What follows belongs to an exercise in optimizing a design on an open flow for small area, a short achievable clock period and few clock cycles; a production flow would make more cautious choices. The RTL was checked by simulation tests, not by an equivalence proof against the original design. Power is estimated from default activity; no workload was simulated.

==> try-sierra <==
==> flow/design.v <==
module vpk_runcodec (
    input  wire        clk,
    input  wire        rst,
    input  wire        cmd_valid,
    output wire        cmd_ready,
    input  wire        cmd_op,       
    input  wire        cmd_codec,    
    input  wire [6:0]  cmd_w,
    input  wire [7:0]  cmd_n,
    input  wire        in_valid,
    output wire        in_ready,
    input  wire [63:0] in_data,
    output wire        out_valid,
    input  wire        out_ready,
    output wire [63:0] out_data,
    output wire        out_last,
    output wire        rsp_valid,
    output wire [3:0]  rsp_err,
    output wire [10:0] rsp_result
);
    function automatic cmd_ok_f(input op, input codec, input [6:0] w, input [7:0] n);
        reg n_ok, w_le, w_set;
        begin
            n_ok  = (n != 8'd0) && (n <= 8'd128);
            w_le  = codec ? (w <= 7'd64) : (w <= 7'd32);
            w_set = (w <= 7'd12) || (w == 7'd16) || (w == 7'd32) || (codec && (w == 7'd64));
            cmd_ok_f = n_ok && (op ? w_set : w_le);
        end
    endfunction
    function automatic [23:0] pdec(input [6:0] p);
        integer t;
        reg [7:0] gt, eq, ge;
        begin
            for (t = 0; t < 8; t = t + 1) begin
                gt[t] = (t > p[6:3]);
                eq[t] = (t == p[6:3]);
                ge[t] = (t >= p[2:0]);
            end
            pdec = {gt, eq, ge};
        end
    endfunction
    function automatic [5:0] stepf(input op, input err, input flush, input last,
                                   input s_ge64, input s_gt64);
        reg pk, up, useb, spill;
        begin
            pk    = !op && !err && !flush;
            up    = op && !err;
            useb  = up && s_gt64;
            spill = pk && last && s_gt64;
            stepf = {pk || useb, !pk || s_ge64 || last,
                     err || flush || (last && !spill), spill, useb, pk && s_ge64};
        end
    endfunction
    reg        q0v, q0op, q0ok;
    reg [6:0]  q0w;
    reg [7:0]  q0n;
    reg        q1v;       
    wire c_ok = cmd_ok_f(cmd_op, cmd_codec, cmd_w, cmd_n);
    reg         csnew, csop, csok;
    wire        csv = csnew && csok;
    reg  [6:0]  csw;
    reg  [7:0]  csn;
    reg  [13:0] pv;        
    reg  [13:0] c_pv;
    wire [11:0] c_prod = csn * csw[3:0];
    always @(*) begin
        if (!csv) c_pv = 14'd0;
        else if (!csop) c_pv = {csn[7:0], 6'd0};
        else case (csw[6:4])
            3'b100:  c_pv = {csn[7:0], 6'd0};
            3'b010:  c_pv = {1'b0, csn[7:0], 5'd0};
            3'b001:  c_pv = {2'b0, csn[7:0], 4'd0};
            default: c_pv = {2'b0, c_prod};
        endcase
    end
    wire [7:0]  c_words = 8'(pv[13:6] + {7'd0, (pv[5:0] != 6'd0)});
    reg  [8:0]  in_cnt;    
    reg         cnt_nz;
    reg        ev, eop, eerr, eflush, elast;
    reg        eup;       
    reg [6:0]  ew;
    reg [7:0]  en;        
    reg [23:0] pd;        
    reg [7:0]  s;         
    reg [5:0]  ramt;      
    reg [7:0]  k;         
    reg        f_needb, f_wo, f_fin, f_spill, f_useb, f_pkfull;
    reg        bv, b2v;
    reg [63:0] b, b2;     
    reg [63:0] a;         
    reg        ov, olast, orsp, oerr;
    reg [10:0] ores;
    reg [63:0] od;
    reg        rv;
    wire o_free  = !ov || out_ready;
    wire fire    = ev && (!f_needb || bv) && (!f_wo || o_free) && !(f_fin && orsp);
    wire promote = q0v && (!ev || (fire && f_fin));
    wire q0_free = !q0v || promote;
    wire e_upd   = promote || fire;
    assign cmd_ready = !q1v;
    wire cmd_fire = cmd_valid && cmd_ready;
    wire cmd_to_q0 = q0_free && !q1v;
    assign in_ready = !b2v && cnt_nz;
    wire in_fire = in_valid && in_ready;
    wire bfree   = !bv || (fire && f_needb);
    wire [63:0] ones = {64{1'b1}};
    wire [7:0]  pgt = pd[23:16], peq = pd[15:8], pge = pd[7:0];
    wire [7:0]  ugt = pgt & {8{eup}}, ueq = peq & {8{eup}};
    wire [63:0] hmp, hmu;                                     
    genvar gi;
    generate
        for (gi = 0; gi < 64; gi = gi + 1) begin : g_hm
            assign hmp[gi] = pgt[(63 - gi) / 8] | (peq[(63 - gi) / 8] & pge[(63 - gi) % 8]);
            assign hmu[gi] = ugt[(63 - gi) / 8] | (ueq[(63 - gi) / 8] & pge[(63 - gi) % 8]);
        end
    endgenerate
    wire [6:0]  smin = (s[7] | s[6]) ? 7'd64 : s[6:0];
    wire [63:0] hms  = ones >> smin;                          
    wire [63:0] lmw  = ~(ones << ew);                         
    wire [63:0] rot_in  = (a & hmu) | (b & ~hmu);
    wire [127:0] rot2   = {rot_in, rot_in} << ramt;
    wire [63:0] rot     = rot2[127:64];
    wire [63:0] m_rot   = eop ? lmw : (hmp & ~hms);
    wire [63:0] m_a     = eop ? 64'd0 : ~hmp;
    wire [63:0] oword   = (rot & m_rot) | (a & m_a);
    wire [63:0] sa      = eop ? 64'd0 : (hmp | {64{f_pkfull}});
    wire [63:0] sk      = eop ? 64'd0 : ~(hmp | {64{f_pkfull}});
    wire [63:0] a_n     = (rot & sa) | (a & sk) | (b & {64{eop}});
    wire        wrapd   = f_useb || f_pkfull;
    wire [6:0]  pos_n   = wrapd ? 7'(s - 8'd64) : s[6:0];
    wire [7:0]  t       = s + {1'b0, ew};
    wire [7:0]  s_n     = wrapd ? (t - 8'd64) : t;
    wire        sn_ge64 = wrapd ? t[7] : (t >= 8'd64);
    wire        sn_gt64 = wrapd ? (t > 8'd128) : (t > 8'd64);
    wire [5:0]  ramt_n  = eop ? (ramt + ew[5:0]) : (ramt - ew[5:0]);
    wire        k_inc   = f_pkfull || f_useb;
    wire [7:0]  k_n     = k + {7'd0, k_inc};
    wire        o_dv    = !eerr && !(!eop && !eflush && elast && (ew == 7'd0));
    wire [6:0]  b_fin   = eop ? pos_n : s[6:0];
    wire [7:0]  k_r     = eop ? k_n : k;
    wire [10:0] res_fin = eerr ? 11'd0 : ({k_r, 3'b000} + {7'd0, 4'((b_fin + 7'd7) >> 3)});
    wire [8:0]  in_tot   = in_cnt + {1'b0, c_words};
    always @(posedge clk) begin
        if (rst) begin
            q0v <= 1'b0; q1v <= 1'b0; csnew <= 1'b0; pv <= 14'd0;
            in_cnt <= 9'd0; cnt_nz <= 1'b0;
            ev <= 1'b0; eup <= 1'b0;
            bv <= 1'b0; b2v <= 1'b0;
            ov <= 1'b0; orsp <= 1'b0;
            rv <= 1'b0;
        end else begin
            csnew <= cmd_fire;
            pv   <= c_pv;
            if (cmd_fire && cmd_to_q0) begin
                q0v <= 1'b1;
            end else if (q0_free) begin
                q0v <= q1v;
                q1v <= cmd_fire;
            end else if (cmd_fire) begin
                q1v <= 1'b1;
            end
            in_cnt <= in_tot - {8'd0, in_fire};
            cnt_nz <= in_fire ? (in_tot > 9'd1) : (in_tot != 9'd0);
            if (bfree) bv <= b2v || in_fire;
            if (bfree) b2v <= 1'b0;
            else if (in_fire) b2v <= 1'b1;
            if (promote) begin
                ev  <= 1'b1;
                eup <= q0op;
            end else if (fire && f_fin) begin
                ev  <= 1'b0;
                eup <= 1'b0;
            end
            if (fire && f_wo) begin
                ov    <= o_dv;
                olast <= f_fin;
                orsp  <= f_fin;
                if (f_fin) begin
                    oerr <= eerr;
                    ores <= res_fin;
                end
            end else if (o_free) begin
                ov   <= 1'b0;
                orsp <= 1'b0;
            end
            rv <= orsp && o_free;
        end
        if (promote) begin
            eop    <= q0op;
            eerr   <= !q0ok;
            eflush <= 1'b0;
            elast  <= (q0n == 8'd1);
            ew     <= q0w;
            en     <= q0n;
            pd     <= q0op ? pdec(7'd64) : pdec(7'd0);
            s      <= q0op ? (8'd64 + {1'b0, q0w}) : {1'b0, q0w};
            ramt   <= q0op ? q0w[5:0] : (6'd0 - q0w[5:0]);
            k      <= q0op ? 8'hFF : 8'd0;
            {f_needb, f_wo, f_fin, f_spill, f_useb, f_pkfull} <=
                stepf(q0op, !q0ok, 1'b0, q0n == 8'd1, q0op || q0w[6], q0op ? (q0w != 7'd0) : 1'b0);
        end else if (fire) begin
            k   <= k_n;
            pd  <= pdec(pos_n);
            if (f_spill) begin
                eflush <= 1'b1;
                s      <= {1'b0, pos_n};
                {f_needb, f_wo, f_fin, f_spill, f_useb, f_pkfull} <= 6'b011000;
            end else begin
                en    <= en - 8'd1;
                elast <= (en == 8'd2);
                s     <= s_n;
                ramt  <= ramt_n;
                {f_needb, f_wo, f_fin, f_spill, f_useb, f_pkfull} <=
                    stepf(eop, eerr, eflush, en == 8'd2, sn_ge64, sn_gt64);
            end
        end
        if (cmd_fire && cmd_to_q0) begin
            q0op <= cmd_op; q0ok <= c_ok; q0w <= cmd_w; q0n <= cmd_n;
        end else if (q0_free && q1v) begin
            q0op <= csop; q0ok <= csok; q0w <= csw; q0n <= csn;
        end
        if (cmd_fire) begin
            csop <= cmd_op; csok <= c_ok; csw <= cmd_w; csn <= cmd_n;
        end
        if (bfree) b <= b2v ? b2 : in_data;
        if (!bfree && in_fire) b2 <= in_data;
        if (fire && f_needb) a <= a_n;
        if (fire && f_wo) od <= oword;
    end
    assign out_valid  = ov;
    assign out_data   = od;
    assign out_last   = olast;
    assign rsp_valid  = rv;
    assign rsp_err    = {2'b00, oerr, 1'b0};
    assign rsp_result = ores;
endmodule
==> flow/run.sh <==
#!/bin/bash
# synth_recipe.tcl (not shown) runs the flow's synth.tcl, then flattens the netlist and writes it again
# the make line also repeats each setting of config.mk as NAME=value (left out here)
make -C /OpenROAD-flow-scripts/flow DESIGN_CONFIG=/design/flow/config.mk WORK_HOME=/design/flow/orfs CLKGATE_MAP_FILE= SYNTH_SCRIPT=/design/flow/synth_recipe.tcl finish
==> flow/config.mk <==
export PLATFORM = sky130hd
export DESIGN_NAME = vpk_runcodec
export DESIGN_NICKNAME = vpk_runcodec
export VERILOG_FILES = /design/flow/design.v
export SDC_FILE = /design/flow/constraint.sdc
export NUM_CORES = 4
export LEC_CHECK = 0
export ABC_AREA = 1
export CAP_MARGIN = 20
export CORE_MARGIN = 2
export CORE_UTILIZATION = 50
export CTS_CLUSTER_DIAMETER = 60
export CTS_CLUSTER_SIZE = 25
export PLACE_DENSITY = 0.65
export SETUP_SLACK_MARGIN = 5
export SLEW_MARGIN = 20
==> flow/constraint.sdc <==
create_clock -name core_clock -period 8.0 [get_ports {clk}]
set_input_delay 1.6000 -clock core_clock [delete_from_list [all_inputs] [get_ports {clk}]]
set_output_delay 1.6000 -clock core_clock [all_outputs]
set_load 0.01 [all_outputs]
==> try-tundra: changes against try-sierra <==
==> flow/design.v, changed modules only <==
module vpk_runcodec (
    input  wire        clk,
    input  wire        rst,
    input  wire        cmd_valid,
    output wire        cmd_ready,
    input  wire        cmd_op,       
    input  wire        cmd_codec,    
    input  wire [6:0]  cmd_w,
    input  wire [7:0]  cmd_n,
    input  wire        in_valid,
    output wire        in_ready,
    input  wire [63:0] in_data,
    output wire        out_valid,
    input  wire        out_ready,
    output wire [63:0] out_data,
    output wire        out_last,
    output wire        rsp_valid,
    output wire [3:0]  rsp_err,
    output wire [10:0] rsp_result
);
    function automatic cmd_ok_f(input op, input codec, input [6:0] w, input [7:0] n);
        reg n_ok, w_le, w_set;
        begin
            n_ok  = (n != 8'd0) && (n <= 8'd128);
            w_le  = codec ? (w <= 7'd64) : (w <= 7'd32);
            w_set = (w <= 7'd12) || (w == 7'd16) || (w == 7'd32) || (codec && (w == 7'd64));
            cmd_ok_f = n_ok && (op ? w_set : w_le);
        end
    endfunction
    function automatic [23:0] pdec(input [6:0] p);
        integer t;
        reg [7:0] gt, eq, ge;
        begin
            for (t = 0; t < 8; t = t + 1) begin
                gt[t] = (t > p[6:3]);
                eq[t] = (t == p[6:3]);
                ge[t] = (t >= p[2:0]);
            end
            pdec = {gt, eq, ge};
        end
    endfunction
    function automatic [5:0] stepf(input op, input err, input flush, input last,
                                   input s_ge64, input s_gt64);
        reg pk, up, useb, spill;
        begin
            pk    = !op && !err && !flush;
            up    = op && !err;
            useb  = up && s_gt64;
            spill = pk && last && s_gt64;
            stepf = {pk || useb, !pk || s_ge64 || last,
                     err || flush || (last && !spill), spill, useb, pk && s_ge64};
        end
    endfunction
    reg        q0v, q0op, q0codec;
    reg [6:0]  q0w;
    reg [7:0]  q0n;
    reg        q1v, q1op, q1codec;
    reg [6:0]  q1w;
    reg [7:0]  q1n;
    wire q0_ok = cmd_ok_f(q0op, q0codec, q0w, q0n);
    reg         csv, csop;
    reg  [6:0]  csw;
    reg  [7:0]  csn;
    reg         psel;      
    reg  [11:0] px;        
    reg  [7:0]  palt;      
    reg  [7:0]  c_alt;
    always @(*) begin
        if (!csv) c_alt = 8'd0;
        else if (!csop) c_alt = csn;
        else case (csw[6:4])
            3'b100:  c_alt = csn;
            3'b010:  c_alt = 8'((csn + 8'd1) >> 1);
            3'b001:  c_alt = 8'((csn + 8'd3) >> 2);
            default: c_alt = 8'd0;
        endcase
    end
    wire [7:0]  c_words = psel ? 8'(px[11:6] + {5'd0, (px[5:0] != 6'd0)}) : palt;
    reg  [8:0]  in_cnt;    
    reg         cnt_nz;
    reg        ev, eop, eerr, eflush, elast;
    reg [6:0]  ew;
    reg [7:0]  en;        
    reg [23:0] pd;        
    reg [7:0]  s;         
    reg [5:0]  ramt;      
    reg [7:0]  k;         
    reg        f_needb, f_wo, f_fin, f_spill, f_useb, f_pkfull;
    reg        bv, b2v;
    reg [63:0] b, b2;     
    reg [63:0] a;         
    reg        ov, olast, orsp, oerr;
    reg [10:0] ores;
    reg [63:0] od;
    reg        rv, rerr;
    reg [10:0] rres;
    wire o_free  = !ov || out_ready;
    wire fire    = ev && (!f_needb || bv) && (!f_wo || o_free);
    wire promote = q0v && (!ev || (fire && f_fin));
    wire q0_free = !q0v || promote;
    wire e_upd   = promote || fire;
    assign cmd_ready = !q1v;
    wire cmd_fire = cmd_valid && cmd_ready;
    wire cmd_to_q0 = q0_free && !q1v;
    assign in_ready = !b2v && cnt_nz;
    wire in_fire = in_valid && in_ready;
    wire bfree   = !bv || (fire && f_needb);
    wire [63:0] ones = {64{1'b1}};
    wire [7:0]  pgt = pd[23:16], peq = pd[15:8], pge = pd[7:0];
    wire [7:0]  ugt = pgt & {8{eop}}, ueq = peq & {8{eop}};
    wire [63:0] hmp, hmu;                                     
    genvar gi;
    generate
        for (gi = 0; gi < 64; gi = gi + 1) begin : g_hm
            assign hmp[gi] = pgt[(63 - gi) / 8] | (peq[(63 - gi) / 8] & pge[(63 - gi) % 8]);
            assign hmu[gi] = ugt[(63 - gi) / 8] | (ueq[(63 - gi) / 8] & pge[(63 - gi) % 8]);
        end
    endgenerate
    wire [6:0]  smin = (s[7] | s[6]) ? 7'd64 : s[6:0];
    wire [63:0] hms  = ones >> smin;                          
    wire [63:0] lmw  = ~(ones << ew);                         
    wire [63:0] rot_in  = (a & hmu) | (b & ~hmu);
    wire [127:0] rot2   = {rot_in, rot_in} << ramt;
    wire [63:0] rot     = rot2[127:64];
    wire [63:0] m_rot   = eop ? lmw : (hmp & ~hms);
    wire [63:0] m_a     = eop ? 64'd0 : ~hmp;
    wire [63:0] oword   = (rot & m_rot) | (a & m_a);
    wire [63:0] sa      = eop ? 64'd0 : (hmp | {64{f_pkfull}});
    wire [63:0] sk      = eop ? 64'd0 : ~(hmp | {64{f_pkfull}});
    wire [63:0] a_n     = (rot & sa) | (a & sk) | (b & {64{eop}});
    wire        wrapd   = f_useb || f_pkfull;
    wire [6:0]  pos_n   = wrapd ? 7'(s - 8'd64) : s[6:0];
    wire [7:0]  t       = s + {1'b0, ew};
    wire [7:0]  s_n     = wrapd ? (t - 8'd64) : t;
    wire        sn_ge64 = wrapd ? t[7] : (t >= 8'd64);
    wire        sn_gt64 = wrapd ? (t > 8'd128) : (t > 8'd64);
    wire [5:0]  ramt_n  = eop ? (ramt + ew[5:0]) : (ramt - ew[5:0]);
    wire        k_inc   = f_pkfull || f_useb;
    wire [7:0]  k_n     = k + {7'd0, k_inc};
    wire        o_dv    = !eerr && !(!eop && !eflush && elast && (ew == 7'd0));
    wire [6:0]  b_fin   = eop ? pos_n : s[6:0];
    wire [7:0]  k_r     = eop ? k_n : k;
    wire [10:0] res_fin = eerr ? 11'd0 : ({k_r, 3'b000} + {7'd0, 4'((b_fin + 7'd7) >> 3)});
    wire [8:0]  in_tot   = in_cnt + {1'b0, c_words};
    always @(posedge clk) begin
        if (rst) begin
            q0v <= 1'b0; q1v <= 1'b0; csv <= 1'b0; psel <= 1'b0; palt <= 8'd0;
            in_cnt <= 9'd0; cnt_nz <= 1'b0;
            ev <= 1'b0;
            bv <= 1'b0; b2v <= 1'b0;
            ov <= 1'b0; orsp <= 1'b0;
            rv <= 1'b0;
        end else begin
            csv  <= cmd_fire && cmd_ok_f(cmd_op, cmd_codec, cmd_w, cmd_n);
            psel <= csv && csop && (csw[6:4] == 3'b000);
            palt <= c_alt;
            if (cmd_fire && cmd_to_q0) begin
                q0v <= 1'b1;
            end else if (q0_free) begin
                q0v <= q1v;
                q1v <= cmd_fire;
            end else if (cmd_fire) begin
                q1v <= 1'b1;
            end
            in_cnt <= in_tot - {8'd0, in_fire};
            cnt_nz <= in_fire ? (in_tot > 9'd1) : (in_tot != 9'd0);
            if (bfree) bv <= b2v || in_fire;
            if (bfree) b2v <= 1'b0;
            else if (in_fire) b2v <= 1'b1;
            if (promote) ev <= 1'b1;
            else if (fire && f_fin) ev <= 1'b0;
            if (fire && f_wo) begin
                ov    <= o_dv;
                olast <= f_fin;
                orsp  <= f_fin;
                oerr  <= eerr;
                ores  <= res_fin;
            end else if (o_free) begin
                ov   <= 1'b0;
                orsp <= 1'b0;
            end
            rv <= orsp && o_free;
        end
        if (promote) begin
            eop    <= q0op;
            eerr   <= !q0_ok;
            eflush <= 1'b0;
            elast  <= (q0n == 8'd1);
            ew     <= q0w;
            en     <= q0n;
            pd     <= q0op ? pdec(7'd64) : pdec(7'd0);
            s      <= q0op ? (8'd64 + {1'b0, q0w}) : {1'b0, q0w};
            ramt   <= q0op ? q0w[5:0] : (6'd0 - q0w[5:0]);
            k      <= q0op ? 8'hFF : 8'd0;
            {f_needb, f_wo, f_fin, f_spill, f_useb, f_pkfull} <=
                stepf(q0op, !q0_ok, 1'b0, q0n == 8'd1, q0op || q0w[6], q0op ? (q0w != 7'd0) : 1'b0);
        end else if (fire) begin
            k   <= k_n;
            pd  <= pdec(pos_n);
            if (f_spill) begin
                eflush <= 1'b1;
                s      <= {1'b0, pos_n};
                {f_needb, f_wo, f_fin, f_spill, f_useb, f_pkfull} <= 6'b011000;
            end else begin
                en    <= en - 8'd1;
                elast <= (en == 8'd2);
                s     <= s_n;
                ramt  <= ramt_n;
                {f_needb, f_wo, f_fin, f_spill, f_useb, f_pkfull} <=
                    stepf(eop, eerr, eflush, en == 8'd2, sn_ge64, sn_gt64);
            end
        end
        if (cmd_fire && cmd_to_q0) begin
            q0op <= cmd_op; q0codec <= cmd_codec; q0w <= cmd_w; q0n <= cmd_n;
        end else if (q0_free && q1v) begin
            q0op <= q1op; q0codec <= q1codec; q0w <= q1w; q0n <= q1n;
        end
        if (cmd_fire && !cmd_to_q0) begin
            q1op <= cmd_op; q1codec <= cmd_codec; q1w <= cmd_w; q1n <= cmd_n;
        end
        csop <= cmd_op; csw <= cmd_w; csn <= cmd_n;
        px <= csn * csw[3:0];
        if (bfree) b <= b2v ? b2 : in_data;
        if (!bfree && in_fire) b2 <= in_data;
        if (fire && f_needb) a <= a_n;
        if (fire && f_wo) od <= oword;
        if (orsp && o_free) begin
            rres <= ores;
            rerr <= oerr;
        end
    end
    assign out_valid  = ov;
    assign out_data   = od;
    assign out_last   = olast;
    assign rsp_valid  = rv;
    assign rsp_err    = {2'b00, rerr, 1'b0};
    assign rsp_result = rres;
endmodule
- CTS_CLUSTER_DIAMETER: 60 -> not set
- CTS_CLUSTER_SIZE: 25 -> not set
==> summary of the runs <==
Against try-sierra, the synthesized cell count of try-tundra is higher by about 2%. Of try-tundra and try-sierra, try-tundra has the higher final cell count (gap 1.8%, measured against try-sierra). Against try-sierra, the non-clock buffer count of try-tundra is lower by 25. try-tundra completed without violations. try-sierra completed without violations. Core utilization: try-sierra is higher than try-tundra (0.24 points).
==> figures <==
metric                                                   try-sierra      try-tundra
Outcome                                              finished clean  finished clean
Count of plain and timing-repair buffers                        310             285
Area of the die                                       0.05778 sq mm   0.05972 sq mm
Multi-input logic area                                0.01431 sq mm   0.01459 sq mm
Post-Route M1 WL                                     52,130 microns  52,340 microns
Stages on the worst setup path                                   14              11
Via count of the first global-routing pass                   28,910          27,510
CP most frequent cell                                          fa_1         nand3_1
Inserted Clock Buffers                                           39              47
Proportion of power drawn by flip-flops and latches           0.339           0.347
Testbench counts of try-sierra, summed over its fixed seeds: cycles 62,950.
Testbench counts of try-tundra, summed over its fixed seeds: cycles 62,757.

## what the ideal ports hide
How much do the figures lean on ideal ports? The routed layouts below were timed once more, with nothing changed but the port constraints.
Step 1: set_driving_cell puts a clkbuf_16 on clk and a buf_2 on each other input, an assumption about the parent block.
Step 2, shift: input delay + t, output delay - t, t = (earliest + latest rising clock arrival at the registers) / 2. This alone moves slack from input paths to output paths.
Slacks: ideal ports / drivers / drivers and shift; pairs: ideal ports / drivers.
run | t, ns | setup WS [ns] | latest minus earliest clock arrival (ns)
try-sierra | 0.663 | 4.772 / 4.772 / 4.417 | 0.057 / 0.057
try-tundra | 0.679 | 4.937 / 4.937 / 4.403 | 0.042 / 0.041
After both steps every run listed still meets setup and hold. The setup slack of try-tundra, which loses most, moves by 0.000 ns with the drivers and by -0.534 ns with both steps.
